This design comes from an exercise in tuning for small area, a short achievable clock period and few clock cycles per item on the open sky130 flow, not from production work. Where RTL was checked, it was by simulation tests only, not by an equivalence proof against the original. Function not checked in run 7: the RTL went through the layout flow alone. Power and IR drop assume default switching activity.

### flow/run.sh
#!/bin/bash
# The standard layout, with every port buffered by a plain sky130 buffer
# (buf_1) instead of the delay buffer buffer_ports picks by itself, and a
# clock tree of clkbuf_4/clkbuf_8 cells without dummy loads.
set -euo pipefail
export BUFFER_PORTS_ARGS="-buffer_cell sky130_fd_sc_hd__buf_1"
export CTS_ARGS="-sink_clustering_enable -repair_clock_nets -sink_clustering_size 30 -sink_clustering_max_diameter 100 -buf_list {sky130_fd_sc_hd__clkbuf_8} -root_buf sky130_fd_sc_hd__clkbuf_8 -dont_use_dummy_load"
bash standard.sh > standard.log 2>&1
### standard.sh
#!/bin/bash
# synth_recipe.tcl (not shown) runs the flow's synth.tcl, then flattens the netlist and writes it again
# the make line also repeats each setting of config.mk as NAME=value (left out here)
make -C /OpenROAD-flow-scripts/flow DESIGN_CONFIG=/design/flow/config.mk WORK_HOME=/design/flow/orfs CLKGATE_MAP_FILE= SYNTH_SCRIPT=/design/flow/synth_recipe.tcl "${@:-finish}"
### config.mk
export PLATFORM = sky130hd
export DESIGN_NAME = pcmon_top
export DESIGN_NICKNAME = pcmon_top
export VERILOG_FILES = /design/flow/design.v
export SDC_FILE = /design/flow/constraint.sdc
export NUM_CORES = 4
export LEC_CHECK = 0
export CAP_MARGIN = 20
export CORE_MARGIN = 2
export CORE_UTILIZATION = 40
export SETUP_SLACK_MARGIN = 4.2
export SLEW_MARGIN = 20
### constraint.sdc
create_clock -name core_clock -period 7.5 [get_ports {clk}]
set_input_delay 1.5000 -clock core_clock [delete_from_list [all_inputs] [get_ports {clk}]]
set_output_delay 1.5000 -clock core_clock [all_outputs]
set_load 0.01 [all_outputs]
### design.v
module pcmon_decoder (
    input  wire       clk,
    input  wire       shift,         
    input  wire [7:0] byte_in,
    output wire [5:0] q0,
    output wire [5:0] q5,
    output wire [5:0] q6,
    output wire [5:0] q7
);
    reg [5:0] r0, r1, r2, r3, r4, r5, r6, r7;
    wire [5:0] h5   = (r5 > 6'd54) ? 6'd54 : r5;
    wire [5:0] top5 = (h5 == 6'd0) ? 6'd63 : 6'd62 - h5;
    assign q0 = r0;
    assign q5 = r5;
    assign q6 = r6;
    assign q7 = r7;
    always @(posedge clk) begin
        if (shift) begin
            r0 <= r1;
            r1 <= r2;
            r2 <= r3;
            r3 <= r4;
            r4 <= top5;
            r5 <= r6;
            r6 <= r7;
            r7 <= byte_in[7:2];
        end
    end
endmodule
module pcmon_render (
    input  wire        clk,
    input  wire        rst_n,
    input  wire        byte_valid,    
    input  wire [7:0]  byte_in,
    input  wire [5:0]  q0,            
    output wire        qshift,        
    output wire        fin,           
    output wire        len0,          
    output wire [1:0]  kind,
    output wire        ok,
    output wire [5:0]  low_bits,      
    output reg         idle,          
    output reg         pix_valid,
    output reg  [6:0]  pix_x,
    output reg  [5:0]  pix_y,
    output reg         pix_on,
    output wire        pix_flush,
    input  wire        pix_ready
);
    localparam [1:0] S_STARTUP = 2'd0;
    localparam [1:0] S_GLYPH   = 2'd1;
    localparam [1:0] S_BAR     = 2'd2;
    localparam [1:0] S_FLUSH   = 2'd3;
    reg [1:0] state;
    reg       lcol;        
    reg       lpix;        
    reg       glyph;       
    reg [2:0] k;           
    reg [5:0] t0, t1, t2, t3, t4, t5, t6, t7;
    reg [6:0] x0;
    reg       xp_cur;
    always @(*) begin
        case (k[2:0])
            3'd0: begin x0 = 7'd4;   xp_cur = pix_x[4] & pix_x[1] & ~pix_x[0];            end  
            3'd1: begin x0 = 7'd24;  xp_cur = pix_x[5] & pix_x[2] & pix_x[1] & ~pix_x[0]; end  
            3'd2: begin x0 = 7'd44;  xp_cur = pix_x[4] & pix_x[3] & pix_x[1] & ~pix_x[0]; end  
            3'd3: begin x0 = 7'd64;  xp_cur = pix_x[3] & pix_x[2] & pix_x[1] & ~pix_x[0]; end  
            3'd4: begin x0 = 7'd86;  xp_cur = pix_x[3] & ~pix_x[0];                       end  
            3'd5: begin x0 = 7'd106; xp_cur = pix_x[2] & ~pix_x[0];                       end  
            3'd6: begin x0 = 7'd90;  xp_cur = pix_x[5] & pix_x[2] & ~pix_x[0];            end  
            default: begin x0 = 7'd110; xp_cur = pix_x[4] & pix_x[3] & ~pix_x[0];         end  
        endcase
    end
    localparam [127:0] LABEL = 128'h00fffc3fffc03ffc03ffc03ffc03ffc0;
    wire label_x = LABEL[pix_x];
    wire startup_on_next = (pix_x == 7'd0) || (pix_x == 7'd127) ||
                           (pix_y == 6'd62) || (pix_y == 6'd63) ||
                           ((pix_y == 6'd3) && label_x);
    wire grow = q0 < t0;
    wire same = q0 == t0;
    wire adv  = pix_ready | ~pix_valid;
    wire accum     = |pix_y;
    wire await_len = pix_x[6];
    assign fin      = pix_y == 6'd1;
    assign len0     = await_len & (byte_in == 8'd0);
    assign kind     = k[1:0];
    assign ok       = lcol;
    assign low_bits = pix_x[5:0];
    wire start = byte_valid & fin & ok & (kind == 2'd3);    
    wire dv    = idle & byte_valid & ~start;                
    wire d_acc = dv & accum;                                
    wire d_len = dv & ~accum & await_len;                   
    wire d_id  = dv & ~accum & ~await_len;                  
    wire len_ok = byte_in <= 8'd32;
    assign qshift = rot | (byte_valid & accum);
    wire last_row = pix_on ? (pix_y == t7) : (pix_y + 6'd1 == t7);
    wire gl_col   = pix_x[1] & pix_x[0];                   
    wire [6:0] x_inc = pix_x + 7'd1;
    wire st_su  = state == S_STARTUP;
    wire st_gl  = state == S_GLYPH;
    wire st_bar = state == S_BAR;
    assign pix_flush = state == S_FLUSH;
    wire go     = ~idle & adv & ~pix_flush;                
    wire c_go   = idle & start;                           
    wire c_end  = ~idle & adv & pix_flush;                 
    wire c_nb   = go & (lpix | (st_bar & ~pix_valid));    
    wire c_fl   = c_nb & st_bar & (k == 3'd0);            
    wire c_bs   = c_nb & ~c_fl;                           
    wire c_su   = go & st_su;                             
    wire c_sux  = c_su & (pix_y == 6'd63);                
    wire c_gl   = go & st_gl & ~lpix;
    wire c_glc  = c_gl & gl_col & ~(&pix_y[2:0]);           
    wire c_glt  = c_gl & gl_col & (&pix_y[2:0]);            
    wire c_glr  = c_gl & ~gl_col;                         
    wire [6:0] x_gl = pix_x[1] ? 7'd124 : x_inc;          
    wire c_bar  = go & st_bar & pix_valid & ~lpix;
    wire c_row  = c_bar & lcol;                           
    wire c_col  = c_bar & ~lcol;                          
    wire rot     = c_bs;
    wire startup = ~idle & st_su;
    always @(posedge clk) begin
        if (rot | startup) begin
            t0 <= t1;
            t1 <= t2;
            t2 <= t3;
            t3 <= t4;
            t4 <= t5;
            t5 <= t6;
            t6 <= t7;
            t7 <= startup ? 6'd63 : q0;
        end
    end
    wire [5:0] y_inc = pix_y + 6'd1;
    wire [5:0] y_dec = (c_bs ? t0 : pix_y) - 6'd1;
    wire x_hold = ~(c_go | c_bs | c_sux | c_glt | c_glr | c_row | c_col | c_fl | d_acc);
    wire w_hold = ~(c_go | c_bs | c_sux | c_glt | c_glr | c_row | c_col | c_fl | d_len | d_id);
    wire y_hold = ~(c_go | c_bs | c_su | c_glc | c_glt | c_row | c_fl | d_acc | d_len);
    always @(posedge clk) begin
        if (!rst_n) begin
            pix_x <= 7'd0;
            pix_y <= 6'd0;
        end else begin
            pix_x[5:0] <= ({6{c_sux | c_col}} & x_inc[5:0]) |
                          ({6{c_glr}} & x_gl[5:0]) |
                          ({6{c_go}}  & 6'd59) |
                          ({6{c_glt}} & 6'd57) |
                          ({6{c_bs | c_row}} & x0[5:0]) |
                          ({6{d_acc}} & {pix_x[3:0], byte_in[1:0]}) |
                          ({6{x_hold}} & pix_x[5:0]);
            pix_x[6]   <= ((c_sux | c_col) & x_inc[6]) |
                          (c_glr & x_gl[6]) |
                          c_go | c_glt |
                          ((c_bs | c_row) & x0[6]) |
                          (d_id & (byte_in[7:2] == 6'd0)) |
                          (w_hold & pix_x[6]);
            pix_y <= ({6{c_su | c_glc | (c_row & ~pix_on)}} & y_inc) |
                     ({6{(c_row & pix_on) | (c_bs & grow)}} & y_dec) |
                     ({6{c_go}}  & 6'd1) |
                     ({6{c_glt}} & 6'd4) |
                     ({6{c_bs & ~grow}} & t0) |
                     ({6{d_acc}} & y_dec) |
                     ({6{d_len & len_ok}} & byte_in[5:0]) |
                     ({6{y_hold}} & pix_y);
        end
    end
    always @(posedge clk) begin
        if (!rst_n) begin
            idle      <= 1'b0;
            state     <= S_STARTUP;
            pix_valid <= 1'b1;
            pix_on    <= 1'b1;
            k         <= 3'd0;
            lpix      <= 1'b0;
            glyph     <= 1'b0;
        end else begin
            if (c_go)
                glyph <= ~glyph;
            if (c_go | c_end)
                idle <= c_end;
            if (c_go | c_end)
                state <= S_GLYPH;
            else if (c_fl | (c_sux & (pix_x == 7'd127)))
                state <= S_FLUSH;
            else if (c_nb)
                state <= S_BAR;
            if (c_go | c_end | c_nb)
                pix_valid <= c_go | c_fl | (c_bs & ~same);
            if (c_go)
                k <= 3'd0;
            else if ((c_bs & same) | (c_col & xp_cur & last_row))
                k <= k + 3'd1;
            else if (d_id)
                k[1:0] <= byte_in[1:0];
            if (c_go)
                pix_on <= glyph;
            else if (c_su)
                pix_on <= startup_on_next;
            else if (c_glc)
                pix_on <= ~glyph | (~pix_y[2] & pix_y[1] & pix_y[0]);    
            else if (c_glt)
                pix_on <= glyph;
            else if (c_bs)
                pix_on <= grow;
            if (d_len)
                lcol <= (k[1:0] == 2'd0) ||
                        (byte_in == {4'd0, k[1:0] == 2'd3, k[1:0] == 2'd1, k[1:0] == 2'd2, 1'b0});
            if (go) begin
                lcol <= c_col & xp_cur;
                lpix <= (c_col & xp_cur & last_row) | (c_glr & pix_x[2] & ~pix_x[0]);    
            end
        end
    end
endmodule
module pcmon_top (
    input  wire       clk,
    input  wire       rst_n,        
    input  wire       rst_in_n,     
    input  wire       rx_valid,
    input  wire       rx_err,
    input  wire [7:0] rx_data,
    output wire       rx_ready,
    output reg  [7:0] duty1,
    output reg  [7:0] duty2,
    output reg  [7:0] duty3,
    output reg  [7:0] duty4,
    output reg        net_tx,
    output reg        net_rx,
    output reg        act,
    output wire       busy,
    output wire       pix_valid,
    output wire [6:0] pix_x,
    output wire [5:0] pix_y,
    output wire       pix_on,
    output wire       pix_flush,
    input  wire       pix_ready
);
    localparam [1:0] K_RESET  = 2'd0;
    localparam [1:0] K_SETIND = 2'd1;
    localparam [1:0] K_NET    = 2'd2;
    localparam [1:0] K_RENDER = 2'd3;
    wire        idle;
    wire        svc       = idle;
    assign      busy      = ~idle;
    assign      rx_ready  = svc & rst_in_n;
    wire        byte_take = rx_ready & rx_valid & ~rx_err;
    wire        fin, len0, ok;
    wire [1:0]  kind;
    wire [5:0]  low;
    wire        qshift;
    wire [5:0]  q0, q5, q6, q7;
    pcmon_decoder u_dec (
        .clk       (clk),
        .shift     (qshift),
        .byte_in   (rx_data),
        .q0        (q0),
        .q5        (q5),
        .q6        (q6),
        .q7        (q7)
    );
    wire fin_setind = fin & ok & (kind == K_SETIND);
    wire fin_net    = fin & ok & (kind == K_NET);
    wire fin_reset  = (fin | len0) & (kind == K_RESET);
    pcmon_render u_render (
        .clk       (clk),
        .rst_n     (rst_n),
        .byte_valid(byte_take),
        .byte_in   (rx_data),
        .q0        (q0),
        .qshift    (qshift),
        .fin       (fin),
        .len0      (len0),
        .kind      (kind),
        .ok        (ok),
        .low_bits  (low),
        .idle      (idle),
        .pix_valid (pix_valid),
        .pix_x     (pix_x),
        .pix_y     (pix_y),
        .pix_on    (pix_on),
        .pix_flush (pix_flush),
        .pix_ready (pix_ready)
    );
    wire clr_duty = ~rst_in_n | (rx_valid & ~rx_err & fin_reset);
    wire ld_duty  = byte_take & fin_setind;
    wire clr_net  = ~rst_in_n;
    wire ld_net   = byte_take & fin_net;
    wire svc_on  = rst_n & svc;
    wire d_ld    = svc_on & ld_duty;
    wire d_hold  = ~(svc_on & (clr_duty | ld_duty)) & rst_n;
    wire n_ld    = svc_on & ld_net;
    wire n_hold  = ~(svc_on & (clr_net | ld_net)) & rst_n;
    always @(posedge clk) begin
        duty1  <= ({8{d_ld}} & {q5, low[5:4]}) | ({8{d_hold}} & duty1);
        duty2  <= ({8{d_ld}} & {q6, low[3:2]}) | ({8{d_hold}} & duty2);
        duty3  <= ({8{d_ld}} & {q7, low[1:0]}) | ({8{d_hold}} & duty3);
        duty4  <= ({8{d_ld}} & rx_data) | ({8{d_hold}} & duty4);
        net_tx <= (n_ld & ({q7, low[1:0]} != 8'd0)) | (n_hold & net_tx);
        net_rx <= (n_ld & (rx_data != 8'd0)) | (n_hold & net_rx);
        act    <= rst_n & (svc ? byte_take : act);
    end
endmodule
==> impl_metrics.yaml, run 1 <==
route:
  detail-route-antenna-nets: 0
  drc_errors: 0
  drtIter0Drc: 644
  vias: 5228
  drt-total-wl_um: 17500
  vias_per_cell: 5.88
  drt-pass1-iter-count: 5
  wl_per_cell_um: 19.7
worst_hold_path:
  holdCritPathClass: "flip-flop to flip-flop"
  hold_depth: 0
  hold_path_startpoint: "u_render.t2[2]$_DFFE_PP_"
  holdPathEnd: "u_render.t1[2]$_DFFE_PP_"
critical_path:
  ff2ff_path_depth: 8
  path_class: "primary input to primary output"
  r2r-end: "u_render.k[0]$_SDFFE_PP0P_"
  cp_cell_sequence: "buf_8, inv_4, nor2_2, buf_2"
  crit_fanout: 3
  crit_required_ns: 6.00
  slowest_delay_ns: 0.14
  endpoint_kind: "primary output"
  worst_ep_arrival_time_ns: 1.82
  r2r_start: "u_render.k[2]$_SDFFE_PP0N_"
  slowest_stage: "buf_2"
  reg2reg_slack_ns: 4.37
  crit_path_start_kind: "primary input"
grt:
  antenna_found_initial: 0
  grt-ovfl-total: 0
  track_usage_pct: 19.3
  grt_max_degree: 49
  grt_pass1_vias: 5027
  grt_pass1_wl_um: 27600
synth:
  synth_nets: 642
  netlist_area_um2: 7150
  synth.largest_area_cell: "edfxtp_1"
  synth_flop_cell: "edfxtp_1"
  synth.distinct_cells: 76
  yosysTopAreaCellShare_pct: 40.8
  ys_warn_count: 3
  ys_ff_latch: 155
  yosys-top-cells-area: "edfxtp_1 41%, dfxtp_1 16%, a22o_1 4.0%, ha_1 3.7%, a21oi_1 2.8%"
  synth_edf_count: 97
  syn_inst: 607
  synthArstFlopShare_pct: 0
  yosysSeqAreaShare_pct: 57.0
  syn_avg_cell_area_um2: 11.8
sta:
  min_period_ns: 3.32
  fin_ws_ns: 4.18
  fin_skew_ns: 0.0374
  finalMaxSlewViolations: 0
  tightest_slew_ns: 0.860
  grt_setup_unrepaired: "true"
  finalSetupViolCount: 0
  max_freq_mhz: 301
  holdWs_ns: 0.397
  tns_ns: 0
  slew_headroom_pct: 42.2
  hold_violations: 0
  finalCritPeriodShare_pct: 44.3
cts:
  cts_root_buffer: "clkbuf_8"
  clock_path_buffers: 2
  cts_tree: "done"
  cts.clk_slew.worst_paths_ns: 0.09
  cts-htree-levels: 4
  cts_sinks: 155
  hold_buffers: 0
  clk_latency_ns: 0.45
  numCtsBuffers: 17
floorplan:
  io_pins: 67
  die_width_um: 138
  start_util_pct: 41.2
  die_h_um: 138
  die_area_um2: 18900
  num_rows: 48
  core-area_um2: 17400
placement:
  portBuffers: 66
  dp_slack_ns: 3.42
  gp_congestion: 0.959
  dp_hpwl_um: 12200
finish:
  antenna_cells: 0
  final_common_cell: "edfxtp_1"
  nets: 701
  synthToLayoutAreaGrowth_pct: 9.32
  fillCellCount: 1595
  drive_above_1_share_pct: 9.64
  mostFrequentLayoutCells: "97 x edfxtp_1, 63 x buf_1, 58 x dfxtp_1, 40 x a21oi_1, 39 x nor2_1"
power_and_ir_drop:
  ir_worst_vdd_uv: 105
  p_leak_nw: 2.58
  p_per_area_nw_per_um2: 185
  finalPower_mw: 1.44
run_status:
  status: "complete, no violations"
run:
  cap_violations: 0
## kinds of logic after synthesis
kind of cell | count (synthesis) | synth area share (%)
and+or+nand+nor | 183 | 14.5
AOI/OAI and AO/OA | 156 | 16.1
DFF | 155 | 57.0
buffers and inverters | 57 | 4.29
xor gates and xnor gates | 30 | 3.68
adders and majority gates | 21 | 3.68
muxes | 5 | 0.700
## per-stage QoR
step | instances | cell area (um2) | utilization [%]
2_1_floorplan | 607 | 7150 | -
4_1_cts | 886 | 7760 | 44.7
3_3_place_gp | 867 | 7480 | 43.1
6_report | 889 | 7810 | 45.0
5_1_grt | 889 | 7810 | 45.0
3_5_place_dp | 868 | 7500 | 43.2
## what timing repair did
item / 4_1_cts / 5_1_grt
pin swaps: 0 / 2
setup buffers: 1 / 3
gates resized for setup: 7 / 5
endpoints found under the setup margin: 129 / 118
## worst max path at each step
stage / start / end
final: rst_in_n / rx_ready
after global routing: pix_ready / u_render.t2[5]$_DFFE_PP_
after CTS: pix_ready / u_render.t2[5]$_DFFE_PP_
after detailed placement: pix_ready / u_render.t2[1]$_DFFE_PP_
after global placement: rst_n / duty2[0]$_DFF_P_
after floorplan: pix_ready / u_render.t0[0]$_DFFE_PP_
## state kept, by name, summed over array words and instances, names as in the netlist, 7 cells and up
name / count
duty4: 8
duty3: 8
u_render.pix_x: 7
duty2: 8
duty1: 8
## layer usage
layer  part of all wire, %  vias to the layer above  GRT usage, %
li1                      -                     2421             -
met1                    45                     2518          27.8
met2                    44                      263          27.2
met3                   9.5                       26          6.00
met4                   1.7                        0          7.10
met5                     0                        -             0
## power breakdown
part	internal [mW]	leakage (nW)	switching (mW)	total, mW
clock network	0.200	0.122	0.261	0.461
registers	0.905	1.29	0.0105	0.916
logic	0.0243	1.17	0.0425	0.0669
## synth_stat cells, types with 4 or more instances
library cell,n
nor4_1,7
a22o_1,33
a31oi_1,9
buf_6,6
nand4_1,9
o21ai_0,14
nand3_1,20
nor2b_1,5
ha_1,21
inv_1,23
a21oi_1,40
a211o_1,4
buf_2,9
a22oi_1,5
buf_4,7
xor2_1,10
or2_2,10
nand2b_1,5
mux2i_1,5
nand4b_1,6
nand2_1,28
nor3_1,15
xnor2_1,20
nor2_1,40
and3_1,7
edfxtp_1,97
dfxtp_1,58
and2_1,6
clkbuf_1,9
a211oi_1,8
## final cells by class
class	count	area (um2)	area share [%]
Inverter	24	97.6	1.25
Multi-Input combinational cell	395	2800	35.9
Clock buffer	17	234	3.00
Sequential cell	155	4070	52.2
Tap cell	225	282	3.60
Timing Repair Buffer	73	322	4.12
## worst max-delay path, delay by kind of cell
family | cells | cell delay (ns)
buffers and inverters | 3 | 0.25
and+or+nand+nor | 1 | 0.08
Testbench counts, summed over its fixed seeds: cycles 133,748, frames 384.
==> run 2, diff against run 1 <==
--- a/config.mk
+++ b/config.mk
@@ -8,5 +8,5 @@
 export CAP_MARGIN = 20
 export CORE_MARGIN = 2
 export CORE_UTILIZATION = 40
-export SETUP_SLACK_MARGIN = 4.2
+export SETUP_SLACK_MARGIN = 4.4
 export SLEW_MARGIN = 20
==> run 2 against run 1 <==
Global-route usage rose by 0.50 points. Sequential cell count unchanged. Worst setup slack better by 0.021 ns. Clock power hardly changed. Clock skew is 0.012 ns lower. Final cell count rose by 0.22%. Routed wire length grew 2.0%. Combinational power up 4.3%. Critical path depth unchanged. Critical path type unchanged.
==> impl_metrics.yaml, run 2 <==
route:
  vias_per_cell: 5.88
  detail-route-antenna-nets: 0
  wl_per_cell_um: 20.1
  drc_errors: 0
  vias: 5241
  drt-pass1-iter-count: 5
  drtIter0Drc: 436
  drt-total-wl_um: 17900
floorplan:
  die_width_um: 138
  io_pins: 67
  num_rows: 48
  core-area_um2: 17400
  die_h_um: 138
  die_area_um2: 18900
  start_util_pct: 41.2
synth:
  yosys-top-cells-area: "edfxtp_1 41%, dfxtp_1 16%, a22o_1 4.0%, ha_1 3.7%, a21oi_1 2.8%"
  synth_edf_count: 97
  syn_inst: 607
  synth_nets: 642
  synth_common_cells: "97 x edfxtp_1, 58 x dfxtp_1, 40 x a21oi_1, 40 x nor2_1, 33 x a22o_1"
  synth.distinct_cells: 76
  synthArstFlopShare_pct: 0
  syn_avg_cell_area_um2: 11.8
  yosysSeqAreaShare_pct: 57.0
  yosysMostFrequentCell: "edfxtp_1"
  yosysTopAreaCellShare_pct: 40.8
  synth.largest_area_cell: "edfxtp_1"
  ys_warn_count: 3
  ys_ff_latch: 155
  synth_flop_cell: "edfxtp_1"
  netlist_area_um2: 7150
sta:
  fin_skew_ns: 0.0256
  tightest_slew_ns: 0.908
  slew_headroom_pct: 39.3
  hold_violations: 0
  finalMaxSlewViolations: 0
  grt_setup_unrepaired: "true"
  max_freq_mhz: 303
  finalCritPeriodShare_pct: 44.0
  finalSetupViolCount: 0
  holdWs_ns: 0.396
  fin_ws_ns: 4.20
  min_period_ns: 3.30
  tns_ns: 0
finish:
  final_common_cell: "edfxtp_1"
  fillCellCount: 1567
  drive_above_1_share_pct: 11.3
  multi_input_area_um2: 2880
  nets: 703
  synthToLayoutAreaGrowth_pct: 10.8
  mostFrequentLayoutCells: "97 x edfxtp_1, 63 x buf_1, 56 x dfxtp_1, 39 x a21oi_1, 39 x nor2_1"
  utilization_pct: 45.6
  antenna_cells: 0
  regArea_um2: 4080
cts:
  clk_latency_ns: 0.45
  cts_tree: "done"
  cts.clk_slew.worst_paths_ns: 0.08
  numCtsBuffers: 17
  cts_root_buffer: "clkbuf_8"
  cts_sinks: 155
  clock_path_buffers: 2
  cts-htree-levels: 4
power_and_ir_drop:
  p_per_area_nw_per_um2: 183
  p_leak_nw: 2.62
  ir_worst_vdd_uv: 103
grt:
  antenna_found_initial: 1
  grt-ovfl-total: 0
  track_usage_pct: 19.8
  grt_max_degree: 49
  grt_pass1_wl_um: 28100
  grt_pass1_vias: 5057
critical_path:
  slowest_stage: "buf_6"
  worst_ep_arrival_time_ns: 1.80
  path_class: "primary input to primary output"
  crit_required_ns: 6.00
  cp_num_buf_inv: 3
  crit_fanout: 2
  critical-path-top-delay-family: "buffers and inverters"
  endpoint_kind: "primary output"
  slowest_delay_ns: 0.12
  cp_cell_sequence: "buf_12, inv_12, nor2_4, buf_6"
  crit_path_start_kind: "primary input"
run_status:
  status: "complete, no violations"
worst_hold_path:
  holdCritPathClass: "flip-flop to flip-flop"
placement:
  dp_slack_ns: 3.46
  dp_hpwl_um: 12400
  gp_congestion: 0.877
  portBuffers: 66
run:
  cap_violations: 0
-- run 2: layout make-up --
type	count	area share, %
Inverter	24	1.36
Multi-Input combinational cell	396	36.4
Tap cell	225	3.56
Clock buffer	17	2.96
Sequential cell	155	51.5
Timing Repair Buffer	74	4.25
-- run 2: repair_timing --
action,4_1_cts,5_1_grt
endpoints found under the setup margin,136,117
cloned,1,0
pin swaps,2,2
buffers inserted,3,2
hold buffers,0,0
gates resized for setup,15,8
-- run 2: final timing paths --
check / end / slack, ns / start / cells after the start
max: rx_ready / 4.20 / rst_in_n / 4
min: u_render.t5[0]$_DFFE_PP_ / 0.40 / u_render.t6[0]$_DFFE_PP_ / 0
max reg2reg: u_render.k[1]$_SDFFE_PP0P_ / 4.49 / u_render.k[2]$_SDFFE_PP0N_ / 8
min reg2reg: u_render.t5[0]$_DFFE_PP_ / 0.40 / u_render.t6[0]$_DFFE_PP_ / 0
-- run 2: cell families (layout without fill, tap and decap cells) --
family / after synthesis / count (layout) / share of synthesized area, %
simple gates: 183 / 184 / 14.5
compound gates: 156 / 156 / 16.1
flops: 155 / 155 / 57.0
buf+inv: 57 / 115 / 4.29
xor+xnor: 30 / 30 / 3.68
fa+ha+maj: 21 / 21 / 3.68
mux: 5 / 5 / 0.700
-- run 2: stage by stage --
step | std cells | power (mW) | area, um2
final | 891 | 1.45 | 7920
after global routing | 891 | 1.51 | 7920
after CTS | 889 | 1.46 | 7870
after detailed placement | 868 | 0.999 | 7540
after global placement | 867 | 0.997 | 7530
after floorplan | 607 | 0.976 | 7200
-- run 2: per-layer routing --
metal	GRT usage (%)	vias to the layer above	part of all wire [%]
li1	-	2426	-
met4	8.13	0	2.3
met1	27.6	2556	46
met5	0	-	0
met3	5.89	37	8.3
met2	28.7	222	43
-- run 2: power by group --
part | switching [mW] | internal (mW) | total [mW] | leakage, nW
Combinational | 0.0447 | 0.0250 | 0.0698 | 1.21
Clock | 0.261 | 0.200 | 0.461 | 0.122
Sequential | 0.0106 | 0.905 | 0.916 | 1.29
==> run 3, diff against run 2 <==
--- a/config.mk
+++ b/config.mk
@@ -7,6 +7,6 @@
 export LEC_CHECK = 0
 export CAP_MARGIN = 20
 export CORE_MARGIN = 2
-export CORE_UTILIZATION = 40
-export SETUP_SLACK_MARGIN = 4.4
+export CORE_UTILIZATION = 50
+export SETUP_SLACK_MARGIN = 4.3
 export SLEW_MARGIN = 20
==> run 3 against run 2 <==
Still clean. Sequential cell count unchanged. Worst setup slack worse by 0.012 ns. Utilization is 11 points higher. First-iteration DRC count is 4.6% higher. Area after synthesis did not move. Die area is 19% lower. Count of clock-buffer cells in the layout unchanged. Power decreased by 0.95%. Sequential power is essentially flat. Combinational power down 3.2%. Critical path depth did not move. Synthesized cell count unchanged. Highest routed layer unchanged.
==> impl_metrics.yaml, run 3 <==
run_status:
  status: "complete, no violations"
sta:
  hold_violations: 0
  tightest_slew_ns: 0.970
  slew_headroom_pct: 33.7
  fin_skew_ns: 0.0311
  holdWs_ns: 0.401
  max_freq_mhz: 302
  min_period_ns: 3.31
  finalCritPeriodShare_pct: 44.2
  finalSetupViolCount: 0
  tns_ns: 0
  grt_setup_unrepaired: "true"
  finalMaxSlewViolations: 0
synth:
  syn_inst: 607
  synth_flop_cell: "edfxtp_1"
  synth.distinct_cells: 76
  synth.largest_area_cell: "edfxtp_1"
  synth_edf_count: 97
  yosysMostFrequentCell: "edfxtp_1"
  yosysSeqAreaShare_pct: 57.0
  yosys-top-cells-area: "edfxtp_1 41%, dfxtp_1 16%, a22o_1 4.0%, ha_1 3.7%, a21oi_1 2.8%"
  syn_avg_cell_area_um2: 11.8
  netlist_area_um2: 7150
  yosysTopAreaCellShare_pct: 40.8
  ys_warn_count: 3
  synth_nets: 642
  synth_common_cells: "97 x edfxtp_1, 58 x dfxtp_1, 40 x a21oi_1, 40 x nor2_1, 33 x a22o_1"
  ys_ff_latch: 155
  synthArstFlopShare_pct: 0
floorplan:
  start_util_pct: 51.3
  die_width_um: 124
  io_pins: 67
  num_rows: 43
  die_h_um: 124
  core-area_um2: 13900
  die_area_um2: 15300
finish:
  fillCellCount: 1196
  drive_above_1_share_pct: 10.1
  mostFrequentLayoutCells: "97 x edfxtp_1, 63 x buf_1, 58 x dfxtp_1, 40 x a21oi_1, 39 x nor2_1"
  nets: 702
  antenna_cells: 0
  synthToLayoutAreaGrowth_pct: 9.46
  final_common_cell: "edfxtp_1"
route:
  vias_per_cell: 6.09
  detail-route-antenna-nets: 0
  drt-total-wl_um: 16900
  drc_errors: 0
  drtIter0Drc: 456
  vias: 5146
  wl_per_cell_um: 20.0
  drt-pass1-iter-count: 5
critical_path:
  endpoint_kind: "primary output"
  slowest_stage: "buf_6"
  crit_path_start_kind: "primary input"
  worst_ep_arrival_time_ns: 1.81
  reg2reg_slack_ns: 4.51
  critical-path-top-delay-family: "buffers and inverters"
  cp_cell_sequence: "buf_8, inv_4, nor2_4, buf_6"
  crit_fanout: 3
  crit_required_ns: 6.00
  cp_num_buf_inv: 3
  path_class: "primary input to primary output"
  slowest_delay_ns: 0.13
power_and_ir_drop:
  p_per_area_nw_per_um2: 183
  ir_worst_vdd_uv: 143
  p_leak_nw: 2.61
cts:
  cts_tree: "done"
  cts_root_buffer: "clkbuf_8"
  clk_latency_ns: 0.45
  cts_sinks: 155
  cts.clk_slew.worst_paths_ns: 0.07
  cts-htree-levels: 4
  numCtsBuffers: 17
  clock_path_buffers: 2
grt:
  track_usage_pct: 23.0
  grt-ovfl-total: 0
  grt_pass1_vias: 4846
  grt_pass1_wl_um: 26100
  grt_max_degree: 49
  antenna_found_initial: 0
worst_hold_path:
  holdCritPathClass: "flip-flop to flip-flop"
placement:
  dp_hpwl_um: 11800
  gp_congestion: 0.930
  portBuffers: 66
run:
  cap_violations: 0
run 3: cell counts after synthesis:
No cell type changed its count.
run 3: where the power goes:
part / total, mW / internal, mW / switching [mW]
sequential: 0.916 / 0.905 / 0.0103
combinational: 0.0676 / 0.0246 / 0.0430
clock: 0.450 / 0.200 / 0.250
total: 1.43 / 1.13 / 0.303
run 3: timing repair:
item	4_1_cts	5_1_grt
gates resized for setup	10	11
buffers inserted	1	2
setup endpoints to repair	129	118
hold endpoints to repair	0	0
pin swaps	0	1
hold buffers	0	0
gates cloned	2	0
run 3: cells by family after synthesis:
group,count (synthesis),synth area share (%)
simple gates,183,14.5
buf+inv,57,4.29
flops,155,57.0
mux,5,0.700
xor+xnor,30,3.68
fa+ha+maj,21,3.68
compound gates,156,16.1
run 3: per-layer routing:
| layer | global-route usage (%) | share of wire [%] | vias to the layer above |
|---|---|---|---|
| met5 | 0 | 0 | - |
| met4 | 7.32 | 1.3 | 0 |
| met3 | 7.01 | 8.1 | 21 |
| met2 | 33.8 | 45 | 210 |
| met1 | 32.8 | 46 | 2503 |
| li1 | - | - | 2412 |
run 3: path summary, 6_finish.rpt:
| check | start | endpoint | depth (start not counted) |
|---|---|---|---|
| hold / removal | u_render.t6[0]$_DFFE_PP_ | u_render.t5[0]$_DFFE_PP_ | 0 |
| hold reg to reg | u_render.t6[0]$_DFFE_PP_ | u_render.t5[0]$_DFFE_PP_ | 0 |
| setup / recovery | rst_in_n | rx_ready | 4 |
| setup reg to reg | u_render.pix_y[1]$_SDFF_PN0_ | u_render.k[1]$_SDFFE_PP0P_ | 7 |
run 3: cell type report:
type                       instances  area [um2]  area share [%]
clock buffer                      17         234            2.99
inverter                          24        97.6            1.25
multi-input combinational        397        2870            36.7
sequential                       155        4070            52.1
tap                              180         225            2.88
timing repair buffer              72         317            4.05
run 3: through the flow:
step | cell area [um2] | worst slack (ns) | cells | total power [mW] | util, %
3_5_place_dp | 7450 | 3.40 | 823 | 0.996 | 53.5
4_1_cts | 7750 | 4.16 | 843 | 1.45 | 55.7
3_3_place_gp | 7440 | 3.36 | 822 | 0.993 | 53.4
5_1_grt | 7820 | 4.17 | 845 | 1.49 | 56.1
2_1_floorplan | 7160 | 4.31 | 607 | 0.975 | -
6_report | 7820 | 4.19 | 845 | 1.43 | 56.1
run 3: worst reg2reg max path: stages (launching register included):
cell and delay (ns):
dfxtp_1 0.63, ha_1 0.44, ha_1 0.33, xor2_1 0.17
o31ai_1 0.27, or4b_2 0.68, o21ai_2 0.20, mux2i_1 0.19
==> run 4, diff against run 3 <==
--- a/config.mk
+++ b/config.mk
@@ -7,6 +7,6 @@
 export LEC_CHECK = 0
 export CAP_MARGIN = 20
 export CORE_MARGIN = 2
-export CORE_UTILIZATION = 50
+export CORE_UTILIZATION = 40
 export SETUP_SLACK_MARGIN = 4.3
 export SLEW_MARGIN = 20
==> run 4 against run 3 <==
Critical endpoint unchanged. Global-route usage is 3.5 points lower. Register-to-register slack worse by 0.06 ns. Cell area is 0.99% higher. Routed wire length is 6.3% higher. Sequential share of layout area is 0.51 points lower. Largest power group unchanged. Clock skew is 0.0073 ns lower. Critical path type unchanged. Non-clock buffer count is 4 higher. Sequential cell count stayed put.
==> impl_metrics.yaml, run 4 <==
run_status:
  status: "complete, no violations"
cts:
  clk_latency_ns: 0.45
  cts_root_buffer: "clkbuf_8"
  hold_buffers: 0
  cts.clk_slew.worst_paths_ns: 0.08
  cts-htree-levels: 4
  cts_tree: "done"
  cts_sinks: 155
  numCtsBuffers: 17
  clock_path_buffers: 2
critical_path:
  r2r_start: "u_render.pix_y[1]$_SDFF_PN0_"
  critPathLaunch: "rst_in_n"
  crit_path_start_kind: "primary input"
  worst_ep_arrival_time_ns: 1.81
  crit_fanout: 2
  crit_required_ns: 6.00
  endpoint_kind: "primary output"
  reg2reg_slack_ns: 4.45
  r2r-end: "u_render.k[1]$_SDFFE_PP0P_"
  path_class: "primary input to primary output"
  worstSetupEndpoint: "rx_ready"
  ff2ff_path_depth: 7
grt:
  grt_max_degree: 49
  grt_pass1_wl_um: 27500
  grt-ovfl-total: 0
  track_usage_pct: 19.5
  antenna_found_initial: 0
  grt_pass1_vias: 4931
route:
  vias: 5229
  vias_per_cell: 5.86
  drtIter0Drc: 536
  drc_errors: 0
  detail-route-antenna-nets: 0
  wl_per_cell_um: 20.1
  drt-total-wl_um: 18000
  drt-pass1-iter-count: 6
placement:
  place_area_um2: 7500
  portBuffers: 66
  gp_congestion: 0.898
  dp_hpwl_um: 12400
floorplan:
  die_h_um: 138
  die_area_um2: 18900
  start_util_pct: 41.2
  num_rows: 48
  io_pins: 67
  die_width_um: 138
  core-area_um2: 17400
sta:
  slew_headroom_pct: 50.2
  tightest_slew_ns: 0.740
  tns_ns: 0
  hold_violations: 0
  finalMaxSlewViolations: 0
  grt_setup_unrepaired: "true"
  max_freq_mhz: 302
  fin_skew_ns: 0.0238
  finalCritPeriodShare_pct: 44.1
  min_period_ns: 3.31
  finalSetupViolCount: 0
power_and_ir_drop:
  p_per_area_nw_per_um2: 183
  ir_worst_vdd_uv: 109
  p_leak_nw: 2.62
finish:
  mostFrequentLayoutCells: "97 x edfxtp_1, 63 x buf_1, 58 x dfxtp_1, 39 x a21oi_1, 39 x nor2_1"
  nets: 705
  final_common_cell: "edfxtp_1"
  antenna_cells: 0
  drive_above_1_share_pct: 10.8
  fin_area_um2: 7900
  synthToLayoutAreaGrowth_pct: 10.5
  utilization_pct: 45.5
worst_hold_path:
  hold_depth: 0
  holdCritPathClass: "flip-flop to flip-flop"
  hold_path_startpoint: "u_render.t4[3]$_DFFE_PP_"
synth:
  yosysSeqAreaShare_pct: 57.0
  synth_nets: 642
  syn_avg_cell_area_um2: 11.8
  synthArstFlopShare_pct: 0
  yosysTopAreaCellShare_pct: 40.8
  synth_edf_count: 97
  ys_ff_latch: 155
  synth.distinct_cells: 76
  ys_warn_count: 3
  syn_inst: 607
  yosys-top-cells-area: "edfxtp_1 41%, dfxtp_1 16%, a22o_1 4.0%, ha_1 3.7%, a21oi_1 2.8%"
  synth_common_cells: "97 x edfxtp_1, 58 x dfxtp_1, 40 x a21oi_1, 40 x nor2_1, 33 x a22o_1"
  yosysMostFrequentCell: "edfxtp_1"
  netlist_area_um2: 7150
  synth.largest_area_cell: "edfxtp_1"
  synth_flop_cell: "edfxtp_1"
run:
  cap_violations: 0
run 4: cell families after synthesis:
| logic type | after synthesis | share of synthesized area, % |
|---|---|---|
| xor+xnor | 30 | 3.68 |
| compound gates | 156 | 16.1 |
| simple gates | 183 | 14.5 |
| mux | 5 | 0.700 |
| fa+ha+maj | 21 | 3.68 |
| buf+inv | 57 | 4.29 |
| flops | 155 | 57.0 |
run 4: metrics by stage:
| stage | power (mW) | setup WS (ns) | cells | hold WS (ns) |
|---|---|---|---|---|
| floorplan | 0.975 | 4.31 | 607 | 0.400 |
| global placement | 0.995 | 2.92 | 866 | 0.400 |
| detailed placement | 0.997 | 3.20 | 867 | 0.405 |
| CTS | 1.46 | 4.20 | 886 | 0.406 |
| global route | 1.50 | 4.17 | 893 | 0.412 |
| finish | 1.45 | 4.19 | 893 | 0.402 |
run 4: report_power, final:
group | total, mW | switching [mW] | internal [mW]
Combinational | 0.0703 | 0.0449 | 0.0254
Sequential | 0.916 | 0.0104 | 0.905
Clock | 0.461 | 0.261 | 0.200
Total | 1.45 | 0.317 | 1.13
run 4: how the worst min path moves through the flow:
stage	to
4_1_cts	u_render.t3[3]$_DFFE_PP_
6_report	u_render.t3[3]$_DFFE_PP_
3_5_place_dp	u_dec.r0[3]$_DFFE_PP_
5_1_grt	u_dec.r3[0]$_DFFE_PP_
3_3_place_gp	u_dec.r1[4]$_DFFE_PP_
2_1_floorplan	u_dec.r0[0]$_DFFE_PP_
run 4: cell type report:
type | count | area, um2
Multi-Input combinational cell | 396 | 2860
Inverter | 24 | 97.6
Tap cell | 225 | 282
Clock buffer | 17 | 234
Timing Repair Buffer | 76 | 349
Fill cell | 1602 | 9460
Sequential cell | 155 | 4070
run 4: worst max-delay path: stages:
cell and delay [ns]:
buf_8 0.10, inv_4 0.04, nor2_2 0.02, buf_2 0.14
run 4: timing repair:
item | CTS | global route
setup buffers | 2 | 5
cloned | 0 | 1
endpoints found under the setup margin | 129 | 124
pin swaps | 0 | 3
gates resized for setup | 11 | 10
run 4: layer usage:
metal | vias up | routed length [um] | part of all wire, % | track usage, %
li1 | 2427 | - | - | -
met1 | 2540 | 8350 | 46 | 27.5
met2 | 239 | 7910 | 44 | 28.3
met3 | 23 | 1420 | 7.9 | 5.37
met4 | 0 | 286 | 1.6 | 7.90
met5 | - | 0 | 0 | 0
==> run 5, diff against run 4 <==
==> flow/run.sh (replaced) <==
#!/bin/bash
# The standard layout, with every port buffered by a plain sky130 buffer
# (buf_1) instead of the delay buffer buffer_ports picks by itself, and a
# clock tree of clkbuf_4/clkbuf_8 cells without dummy loads.
set -euo pipefail
export BUFFER_PORTS_ARGS="-buffer_cell sky130_fd_sc_hd__buf_1"
export CTS_ARGS="-buf_list {sky130_fd_sc_hd__clkbuf_8 sky130_fd_sc_hd__clkbuf_16} -root_buf sky130_fd_sc_hd__clkbuf_16 -repair_clock_nets -dont_use_dummy_load -distance_between_buffers 100"
bash standard.sh > standard.log 2>&1
==> run 5 against run 4 <==
Hold slack improved by 0.0033 ns. Global-route usage is 0.11 points higher. Largest power group unchanged. Count of clock-buffer cells in the layout did not move. Largest cell class unchanged.
==> impl_metrics.yaml, run 5 <==
run_status:
  status: "complete, no violations"
route:
  detail-route-antenna-nets: 0
  vias: 5263
  vias_per_cell: 5.89
  drc_errors: 0
  drtIter0Drc: 485
  wl_per_cell_um: 20.4
  drt-total-wl_um: 18200
  drt-pass1-iter-count: 7
floorplan:
  start_util_pct: 41.2
  die_h_um: 138
  core-area_um2: 17400
  num_rows: 48
  die_area_um2: 18900
  die_width_um: 138
  io_pins: 67
grt:
  grt_use_met1_pct: 27.6
  antenna_found_initial: 0
  grt-ovfl-total: 0
  grtUsageMet2_pct: 28.2
  grt_pass1_vias: 4876
  grt_pass1_wl_um: 27500
  busiest_layer: "met2"
  grt_max_degree: 49
  track_usage_pct: 19.6
  grtUsageMet3_pct: 6.62
sta:
  min_period_ns: 3.30
  tns_ns: 0
  slew_headroom_pct: 51.4
  fin_skew_ns: 0.0197
  tightest_slew_ns: 0.723
  hold_violations: 0
  finalCritPeriodShare_pct: 44.1
  max_freq_mhz: 303
  finalMaxSlewViolations: 0
  finalSetupViolCount: 0
  grt_setup_unrepaired: "true"
placement:
  dp_hpwl_um: 12400
  portBuffers: 66
  gp_congestion: 0.898
finish:
  antenna_cells: 0
  mostFrequentLayoutCells: "97 x edfxtp_1, 63 x buf_1, 58 x dfxtp_1, 39 x a21oi_1, 39 x nor2_1"
  fillCellCount: 1573
  drive_above_1_share_pct: 10.8
  utilization_pct: 46.6
  nets: 705
  synthToLayoutAreaGrowth_pct: 13.2
  final_common_cell: "edfxtp_1"
critical_path:
  cp_num_buf_inv: 3
  crit_fanout: 2
  worst_ep_arrival_time_ns: 1.80
  crit_required_ns: 6.00
  slowest_stage: "buf_2"
  cp_cell_sequence: "buf_8, inv_4, nor2_2, buf_2"
  crit_path_start_kind: "primary input"
  path_class: "primary input to primary output"
  endpoint_kind: "primary output"
  slowest_delay_ns: 0.14
  critical-path-top-delay-family: "buffers and inverters"
power_and_ir_drop:
  p_int_mw: 1.32
  p_comb_share_pct: 4.2
  power_frac_clock_pct: 40.8
  seqPwrFrac_pct: 55.0
  ir_worst_vdd_uv: 185
  switching_share_pct: 20.7
  p_leak_nw: 2.71
  p_per_area_nw_per_um2: 206
  p_sw_mw: 0.345
cts:
  numCtsBuffers: 17
  clk_latency_ns: 0.43
  cts.clk_slew.worst_paths_ns: 0.06
  cts_sinks: 155
  hold_buffers: 0
  cts_tree: "done"
  cts_root_buffer: "clkbuf_16"
  clock_path_buffers: 2
  cts-htree-levels: 4
synth:
  yosysTopAreaCellShare_pct: 40.8
  synth.distinct_cells: 76
  syn_inst: 607
  synth_edf_count: 97
  synth.largest_area_cell: "edfxtp_1"
  ys_warn_count: 3
  yosys-top-cells-area: "edfxtp_1 41%, dfxtp_1 16%, a22o_1 4.0%, ha_1 3.7%, a21oi_1 2.8%"
  netlist_area_um2: 7150
  yosysSeqAreaShare_pct: 57.0
  yosysMostFrequentCell: "edfxtp_1"
  synth_common_cells: "97 x edfxtp_1, 58 x dfxtp_1, 40 x a21oi_1, 40 x nor2_1, 33 x a22o_1"
  synth_flop_cell: "edfxtp_1"
  synthArstFlopShare_pct: 0
  ys_ff_latch: 155
  synth_nets: 642
  syn_avg_cell_area_um2: 11.8
run:
  cap_violations: 0
worst_hold_path:
  holdCritPathClass: "flip-flop to flip-flop"
[run 5: cells by family after synthesis]
kind of cell               count (synthesis)  synth area share (%)
AOI/OAI and AO/OA                        156                  16.1
xor gates and xnor gates                  30                  3.68
adders and majority gates                 21                  3.68
buffers and inverters                     57                  4.29
DFF                                      155                  57.0
muxes                                      5                 0.700
and+or+nand+nor                          183                  14.5
[run 5: worst paths after layout]
path | cells past startpoint | start | endpoint | slack [ns]
max | 4 | rst_in_n | rx_ready | 4.20
min | 0 | u_render.t4[3]$_DFFE_PP_ | u_render.t3[3]$_DFFE_PP_ | 0.41
max reg2reg | 7 | u_render.pix_y[1]$_SDFF_PN0_ | u_render.k[1]$_SDFFE_PP0P_ | 4.45
min reg2reg | 0 | u_render.t4[3]$_DFFE_PP_ | u_render.t3[3]$_DFFE_PP_ | 0.41
[run 5: routing by layer]
metal | routed length, um | up-vias
met2 | 7940 | 218
met5 | 0 | -
met3 | 1440 | 36
met4 | 395 | 0
li1 | - | 2428
met1 | 8420 | 2581
[run 5: worst reg2reg max path, delay by kind of cell (launching register included)]
| kind | cells | cell delay (ns) |
|---|---|---|
| mux | 1 | 0.19 |
| compound gates | 2 | 0.47 |
| flops | 1 | 0.64 |
| simple gates | 1 | 0.67 |
| xor+xnor | 1 | 0.17 |
| fa+ha+maj | 2 | 0.82 |
[run 5: power groups by stage]
stage	sequential (mW)	combinational, mW	clock (mW)
after global placement	0.934	0.0606	0
after global routing	0.917	0.0756	0.727
after floorplan	0.928	0.0465	0
after CTS	0.917	0.0657	0.697
after detailed placement	0.934	0.0629	0
final	0.917	0.0700	0.681
[run 5: timing repair]
| action | 4_1_cts | 5_1_grt |
|---|---|---|
| endpoints found under the setup margin | 129 | 124 |
| setup buffers | 2 | 5 |
| pin swaps | 1 | 3 |
| resized for setup | 11 | 10 |
| gates cloned | 0 | 1 |
[run 5: area by class of cell]
type	count	area, um2	share of cell area, %
flip-flops and latches	155	4070	50.4
clock buffers	17	425	5.26
well taps	225	282	3.48
inverters	24	97.6	1.21
multi-input cells	396	2860	35.4
repair buffers	76	349	4.31
[run 5: metrics by stage]
step / cells / cell area, um2 / setup WS [ns] / hold WS, ns / power (mW)
floorplan: 607 / 7160 / 4.31 / 0.400 / 0.975
global placement: 866 / 7490 / 2.92 / 0.400 / 0.995
detailed placement: 867 / 7500 / 3.20 / 0.405 / 0.997
CTS: 886 / 7980 / 4.18 / 0.407 / 1.68
global route: 893 / 8090 / 4.17 / 0.414 / 1.72
finish: 893 / 8090 / 4.20 / 0.406 / 1.67
==> run 6, diff against run 5 <==
==> flow/run.sh (replaced) <==
#!/bin/bash
# The standard layout, with every port buffered by a plain sky130 buffer
# (buf_1) instead of the delay buffer buffer_ports picks by itself, and a
# clock tree of clkbuf_4/clkbuf_8 cells without dummy loads.
set -euo pipefail
export BUFFER_PORTS_ARGS="-buffer_cell sky130_fd_sc_hd__buf_1"
export CTS_ARGS="-sink_clustering_enable -sink_clustering_size 24 -sink_clustering_max_diameter 150 -sink_clustering_levels 1 -buf_list {sky130_fd_sc_hd__clkbuf_8} -root_buf sky130_fd_sc_hd__clkbuf_8 -repair_clock_nets -dont_use_dummy_load"
bash standard.sh > standard.log 2>&1
==> run 6 against run 5 <==
Register-to-register slack barely moved. Still clean. Hold slack got worse by 0.0033 ns. Highest routed layer unchanged. Largest cell class unchanged. Utilization is 1.1 points lower.
==> impl_metrics.yaml, run 6 <==
sta:
  tns_ns: 0
  hold_violations: 0
  fin_skew_ns: 0.0238
  finalCritPeriodShare_pct: 44.1
  grt_setup_unrepaired: "true"
  min_period_ns: 3.31
  finalMaxSlewViolations: 0
  fin_ws_ns: 4.19
  slew_headroom_pct: 50.2
  max_freq_mhz: 302
  finalSetupViolCount: 0
  tightest_slew_ns: 0.740
placement:
  gp_congestion: 0.898
  dp_hpwl_um: 12400
  place_area_um2: 7500
  dp_slack_ns: 3.20
  portBuffers: 66
synth:
  synth_adder_area_share_pct: 3.68
  ys_warn_count: 3
  synth.distinct_cells: 76
  yosysMostFrequentCell: "edfxtp_1"
  ys_ff_latch: 155
  synth-compound-area-share_pct: 16.1
  synthMuxAreaShare_pct: 0.700
  yosysTopAreaCellShare_pct: 40.8
  yosysSeqAreaShare_pct: 57.0
  syn_avg_cell_area_um2: 11.8
  synth_nets: 642
  synthArstFlopShare_pct: 0
  synth_common_cells: "97 x edfxtp_1, 58 x dfxtp_1, 40 x a21oi_1, 40 x nor2_1, 33 x a22o_1"
  synth_flop_cell: "edfxtp_1"
  synthSimpleGateAreaFrac_pct: 14.5
  yosys-top-cells-area: "edfxtp_1 41%, dfxtp_1 16%, a22o_1 4.0%, ha_1 3.7%, a21oi_1 2.8%"
  synth_xor_area_share_pct: 3.68
  syn_inst: 607
  synth_top_family_by_area: "compound AO/OA/AOI/OAI gates"
  synth_edf_count: 97
  synth.largest_area_cell: "edfxtp_1"
  netlist_area_um2: 7150
floorplan:
  io_pins: 67
  die_area_um2: 18900
  num_rows: 48
  start_util_pct: 41.2
  die_h_um: 138
  die_width_um: 138
  core-area_um2: 17400
grt:
  track_usage_pct: 19.5
  grt-ovfl-total: 0
  grt_pass1_wl_um: 27500
  grt_pass1_vias: 4931
  grt_max_degree: 49
  antenna_found_initial: 0
power_and_ir_drop:
  p_int_mw: 1.13
  switching_share_pct: 21.9
  finalPower_mw: 1.45
  seqPwrFrac_pct: 63.3
  p_leak_nw: 2.62
  p_per_area_nw_per_um2: 183
  p_comb_share_pct: 4.9
  ir_worst_vdd_uv: 109
  power_frac_clock_pct: 31.9
  p_sw_mw: 0.317
finish:
  utilization_pct: 45.5
  antenna_cells: 0
  multi_input_area_um2: 2860
  synthToLayoutAreaGrowth_pct: 10.5
  nets: 705
  drive_above_1_share_pct: 10.8
  fin_area_um2: 7900
  fillCellCount: 1602
  mostFrequentLayoutCells: "97 x edfxtp_1, 63 x buf_1, 58 x dfxtp_1, 39 x a21oi_1, 39 x nor2_1"
  final_common_cell: "edfxtp_1"
  regArea_um2: 4070
route:
  vias: 5229
  detail-route-antenna-nets: 0
  wl_per_cell_um: 20.1
  drt-total-wl_um: 18000
  drt-pass1-iter-count: 6
  vias_per_cell: 5.86
  drtIter0Drc: 536
  drc_errors: 0
critical_path:
  crit_fanout: 2
  worst_ep_arrival_time_ns: 1.81
  crit_required_ns: 6.00
  endpoint_kind: "primary output"
  crit_path_start_kind: "primary input"
  path_class: "primary input to primary output"
worst_hold_path:
  holdCritPathClass: "flip-flop to flip-flop"
run_status:
  status: "complete, no violations"
cts:
  clk_latency_ns: 0.45
  hold_buffers: 0
  cts.clk_slew.worst_paths_ns: 0.08
  cts_root_buffer: "clkbuf_8"
  clock_path_buffers: 2
  cts-htree-levels: 4
  numCtsBuffers: 17
  cts_tree: "done"
  cts_sinks: 155
run:
  cap_violations: 0
[run 6: changes by cell type in the layout (fill, tap and decap cells not counted)]
cell	before	now
clkbuf_16	17	0
clkbuf_8	0	17
[run 6: kinds of logic after synthesis]
family / after synthesis
mux: 5
compound gates: 156
buf+inv: 57
flops: 155
fa+ha+maj: 21
simple gates: 183
xor+xnor: 30
[run 6: worst paths after layout]
kind,start,to,slack (ns),cells past startpoint
min,u_render.t4[3]$_DFFE_PP_,u_render.t3[3]$_DFFE_PP_,0.40,0
max,rst_in_n,rx_ready,4.19,4
min reg2reg,u_render.t4[3]$_DFFE_PP_,u_render.t3[3]$_DFFE_PP_,0.40,0
max reg2reg,u_render.pix_y[1]$_SDFF_PN0_,u_render.k[1]$_SDFFE_PP0P_,4.45,7
[run 6: worst max-delay path: stages]
cell,delay (ns)
buf_8,0.10
inv_4,0.04
nor2_2,0.02
buf_2,0.14
[run 6: power groups by stage]
| stage | logic (mW) | clock network, mW | registers, mW |
|---|---|---|---|
| 2_1_floorplan | 0.0465 | 0 | 0.928 |
| 3_3_place_gp | 0.0606 | 0 | 0.934 |
| 3_5_place_dp | 0.0629 | 0 | 0.934 |
| 4_1_cts | 0.0658 | 0.476 | 0.915 |
| 5_1_grt | 0.0758 | 0.505 | 0.916 |
| 6_report | 0.0703 | 0.461 | 0.916 |
[run 6: timing repair]
item,in CTS,in global routing
endpoints found under the setup margin,129,124
pin swaps,0,3
gates resized for setup,11,10
setup buffers,2,5
gates cloned,0,1
[run 6: layer usage]
layer  wire length [um]  GRT usage (%)  vias to the layer above
li1                   -              -                     2427
met1               8350           27.5                     2540
met2               7910           28.3                      239
met3               1420           5.37                       23
met4                286           7.90                        0
met5                  0              0                        -
[run 6: cell type report]
cell class,count,area share (%)
well taps,225,3.56
multi-input cells,396,36.2
flip-flops and latches,155,51.6
clock buffers,17,2.96
inverters,24,1.24
repair buffers,76,4.42
[run 6: per-stage QoR]
stage	cells	hold WS (ns)
finish	893	0.402
CTS	886	0.406
detailed placement	867	0.405
floorplan	607	0.400
global placement	866	0.400
global route	893	0.412
==> run 7, diff against run 6 <==
--- a/design.v
+++ b/design.v
@@ -40,7 +40,7 @@
     output wire        ok,
     output wire [5:0]  low_bits,      
     output reg         idle,          
-    output reg         pix_valid,
+    output wire        pix_valid,
     output reg  [6:0]  pix_x,
     output reg  [5:0]  pix_y,
     output reg         pix_on,
@@ -78,6 +78,7 @@
                            ((pix_y == 6'd3) && label_x);
     wire grow = q0 < t0;
     wire same = q0 == t0;
+    assign pix_valid = ~idle & ~(st_bar & lpix & ~lcol);
     wire adv  = pix_ready | ~pix_valid;
     wire accum     = |pix_y;
     wire await_len = pix_x[6];
@@ -103,7 +104,7 @@
     wire go     = ~idle & adv & ~pix_flush;                
     wire c_go   = idle & start;                           
     wire c_end  = ~idle & adv & pix_flush;                 
-    wire c_nb   = go & (lpix | (st_bar & ~pix_valid));    
+    wire c_nb   = go & lpix;                              
     wire c_fl   = c_nb & st_bar & (k == 3'd0);            
     wire c_bs   = c_nb & ~c_fl;                           
     wire c_su   = go & st_su;                             
@@ -113,7 +114,7 @@
     wire c_glt  = c_gl & gl_col & (&pix_y[2:0]);            
     wire c_glr  = c_gl & ~gl_col;                         
     wire [6:0] x_gl = pix_x[1] ? 7'd124 : x_inc;          
-    wire c_bar  = go & st_bar & pix_valid & ~lpix;
+    wire c_bar  = go & st_bar & ~lpix;
     wire c_row  = c_bar & lcol;                           
     wire c_col  = c_bar & ~lcol;                          
     wire rot     = c_bs;
@@ -167,7 +168,6 @@
         if (!rst_n) begin
             idle      <= 1'b0;
             state     <= S_STARTUP;
-            pix_valid <= 1'b1;
             pix_on    <= 1'b1;
             k         <= 3'd0;
             lpix      <= 1'b0;
@@ -183,8 +183,6 @@
                 state <= S_FLUSH;
             else if (c_nb)
                 state <= S_BAR;
-            if (c_go | c_end | c_nb)
-                pix_valid <= c_go | c_fl | (c_bs & ~same);
             if (c_go)
                 k <= 3'd0;
             else if ((c_bs & same) | (c_col & xp_cur & last_row))
@@ -206,7 +204,8 @@
                         (byte_in == {4'd0, k[1:0] == 2'd3, k[1:0] == 2'd1, k[1:0] == 2'd2, 1'b0});
             if (go) begin
                 lcol <= c_col & xp_cur;
-                lpix <= (c_col & xp_cur & last_row) | (c_glr & pix_x[2] & ~pix_x[0]);    
+                lpix <= (c_col & xp_cur & last_row) | (c_glr & pix_x[2] & ~pix_x[0]) |    
+                        (c_bs & same);                    
             end
         end
     end
==> flow/run.sh (replaced) <==
#!/bin/bash
# The standard layout, with every port buffered by a plain sky130 buffer
# (buf_1) instead of the delay buffer buffer_ports picks by itself, and a
# clock tree of clkbuf_4/clkbuf_8 cells without dummy loads.
set -euo pipefail
export BUFFER_PORTS_ARGS="-buffer_cell sky130_fd_sc_hd__buf_1"
export CTS_ARGS="-sink_clustering_enable -repair_clock_nets -sink_clustering_size 30 -sink_clustering_max_diameter 100 -buf_list {sky130_fd_sc_hd__clkbuf_8} -root_buf sky130_fd_sc_hd__clkbuf_8 -dont_use_dummy_load"
bash standard.sh > standard.log 2>&1
==> run 7 against run 6 <==
Largest cell class unchanged. Via count down 0.52%. Fmax is 1.5% lower. Highest routed layer unchanged. Combinational power increased by 69%. Clock skew grew 0.0077 ns. Critical path type unchanged. First-iteration DRC count is 11% lower. Synthesized cell count up 1.3%.
==> impl_metrics.yaml, run 7 <==
run_status:
  status: "complete, no violations"
cts:
  hold_buffers: 0
  cts-htree-levels: 4
  cts_root_buffer: "clkbuf_8"
  cts.clk_slew.worst_paths_ns: 0.06
  cts_sinks: 154
  clk_latency_ns: 0.45
  cts_tree: "done"
  numCtsBuffers: 17
  clock_path_buffers: 2
route:
  drt-total-wl_um: 17500
  drt-pass1-iter-count: 5
  detail-route-antenna-nets: 0
  wl_per_cell_um: 19.7
  vias_per_cell: 5.84
  vias: 5202
  drc_errors: 0
  drtIter0Drc: 476
finish:
  synthToLayoutAreaGrowth_pct: 9.38
  mostFrequentLayoutCells: "97 x edfxtp_1, 63 x buf_1, 56 x dfxtp_1, 36 x nor2_1, 34 x a21oi_1"
  nets: 703
  final_common_cell: "edfxtp_1"
  drive_above_1_share_pct: 9.31
  finalNonFillerCells: 891
  antenna_cells: 0
  fin_area_um2: 7840
synth:
  synth.distinct_cells: 80
  synth_flop_cell: "edfxtp_1"
  syn_inst: 615
  synth_edf_count: 97
  synth_nets: 650
  yosysSeqAreaShare_pct: 56.6
  synth_common_cells: "97 x edfxtp_1, 57 x dfxtp_1, 36 x nor2_1"
  yosysMostFrequentCell: "edfxtp_1"
  yosysTopAreaCellShare_pct: 40.6
  synth.largest_area_cell: "edfxtp_1"
  synthArstFlopShare_pct: 0
  ys_warn_count: 3
  yosys-top-cells-area: "edfxtp_1 41%, dfxtp_1 16%, a22o_1 4.0%, ha_1 3.7%, a21oi_1 2.4%"
  ys_ff_latch: 154
  netlist_area_um2: 7170
  syn_avg_cell_area_um2: 11.7
placement:
  dp_slack_ns: 3.87
  dp_hpwl_um: 12100
  portBuffers: 66
  dp.cells: 868
  gp_congestion: 0.916
  place_area_um2: 7530
sta:
  finalCritPeriodShare_pct: 44.8
  grt_setup_unrepaired: "true"
  fin_ws_ns: 4.14
  hold_violations: 0
  tightest_slew_ns: 0.780
  finalSetupViolCount: 0
  slew_headroom_pct: 47.5
  max_freq_mhz: 298
  tns_ns: 0
  finalMaxSlewViolations: 0
  fin_skew_ns: 0.0315
  min_period_ns: 3.36
critical_path:
  ff2ff_path_depth: 7
  crit_required_ns: 6.00
  crit_path_start_kind: "primary input"
  crit_fanout: 2
  path_class: "primary input to primary output"
  worst_ep_arrival_time_ns: 1.86
  endpoint_kind: "primary output"
power_and_ir_drop:
  p_per_area_nw_per_um2: 196
  ir_worst_vdd_uv: 116
  p_leak_nw: 2.65
floorplan:
  die_area_um2: 19000
  start_util_pct: 41.1
  io_pins: 67
  die_h_um: 138
  die_width_um: 138
  num_rows: 48
  core-area_um2: 17400
grt:
  grt_max_degree: 49
  grt_pass1_wl_um: 27600
  grt_pass1_vias: 5009
  track_usage_pct: 19.2
  antenna_found_initial: 0
  grt-ovfl-total: 0
worst_hold_path:
  holdCritPathClass: "flip-flop to flip-flop"
  hold_depth: 0
run:
  cap_violations: 0
[run 7: logic make-up after synthesis]
group           Yosys count  share of synthesized area (%)
simple gates            175                           14.6
compound gates          170                           17.1
flops                   154                           56.6
buf+inv                  65                           4.21
xor+xnor                 24                           2.93
fa+ha+maj                21                           3.67
mux                       6                          0.943
[run 7: where the power goes]
part           switching, mW  internal, mW
combinational         0.0743        0.0448
clock                  0.256         0.200
sequential            0.0301         0.930
total                  0.360          1.17
[run 7: layout make-up]
type / instances / area [um2]
Inverter: 23 / 86.3
Clock buffer: 17 / 234
Fill cell: 1663 / 9580
Tap cell: 225 / 282
Sequential cell: 154 / 4060
Timing Repair Buffer: 76 / 339
Multi-Input combinational cell: 396 / 2840
[run 7: final timing paths]
kind	startpoint	endpoint	slack, ns
min	u_render.t5[2]$_DFFE_PP_	u_render.t4[2]$_DFFE_PP_	0.41
max reg2reg	u_render.pix_x[1]$_SDFF_PN0_	u_render.pix_x[3]$_SDFF_PN0_	4.63
min reg2reg	u_render.t5[2]$_DFFE_PP_	u_render.t4[2]$_DFFE_PP_	0.41
max	rst_in_n	rx_ready	4.14
[run 7: per-layer routing]
layer  track usage [%]  wire length [um]  vias to the layer above
met5                 0                 0                        -
met2              28.5              7890                      218
met1              26.5              8060                     2519
met3              6.18              1330                       18
li1                  -                 -                     2447
met4              6.35               240                        0
[run 7: stage by stage]
stage               power [mW]  hold slack [ns]  util (%)
finish                    1.53            0.409      45.0
global route              1.60            0.416      45.0
floorplan                 1.06            0.400         -
CTS                       1.55            0.408      44.8
global placement          1.09            0.402      43.2
detailed placement        1.10            0.405      43.2
[run 7: critical path, cell delays in order]
cell	delay, ns
buf_6	0.09
and2_4	0.15
buf_6	0.11
[run 7: timing repair]
| action | 4_1_cts | 5_1_grt |
|---|---|---|
| resized for setup | 5 | 3 |
| setup buffers | 2 | 4 |
| endpoints found under the setup margin | 1 | 43 |
| pin swaps | 0 | 1 |
| endpoints found under the hold margin | 0 | 0 |

[static timing again, ports no longer ideal]
The flow's constraints put no driver on any port. The routed layouts listed below were extracted and timed again, unchanged, in two steps. Step 1 sets driving cells, clkbuf_16 on the clock port and buf_2 on the other inputs (assumed; they add their load-dependent delay and slew). Step 2 times the ports against the registers' clock, not the clock port: input delays grow and output delays shrink by t, the midpoint of the rising clock arrivals with the driver on. a / b / c = ideal ports / drivers / drivers and shift; a / b = the first two.
run | shift t [ns] | setup slack, ns | latest minus earliest clock arrival (ns) | cell pins on the clock port's net
run 1 | 0.472 | 4.176 / 4.117 / 3.727 | 0.038 / 0.038 | 1
run 2 | 0.477 | 4.197 / 4.127 / 3.984 | 0.026 / 0.026 | 1
run 3 | 0.471 | 4.185 / 4.147 / 3.946 | 0.031 / 0.031 | 1
run 4 | 0.479 | 4.191 / 4.152 / 3.955 | 0.025 / 0.024 | 1
run 5 | 0.468 | 4.195 / 4.156 / 3.957 | 0.020 / 0.020 | 1
run 6 | 0.479 | 4.191 / 4.152 / 3.955 | 0.025 / 0.024 | 1
run 7 | 0.477 | 4.140 / 4.099 / 4.057 | 0.033 / 0.033 | 1
After both steps every run listed still meets setup and hold. For run 1, which loses most, drivers alone change the setup slack by -0.059 ns; drivers and shift together by -0.449 ns.
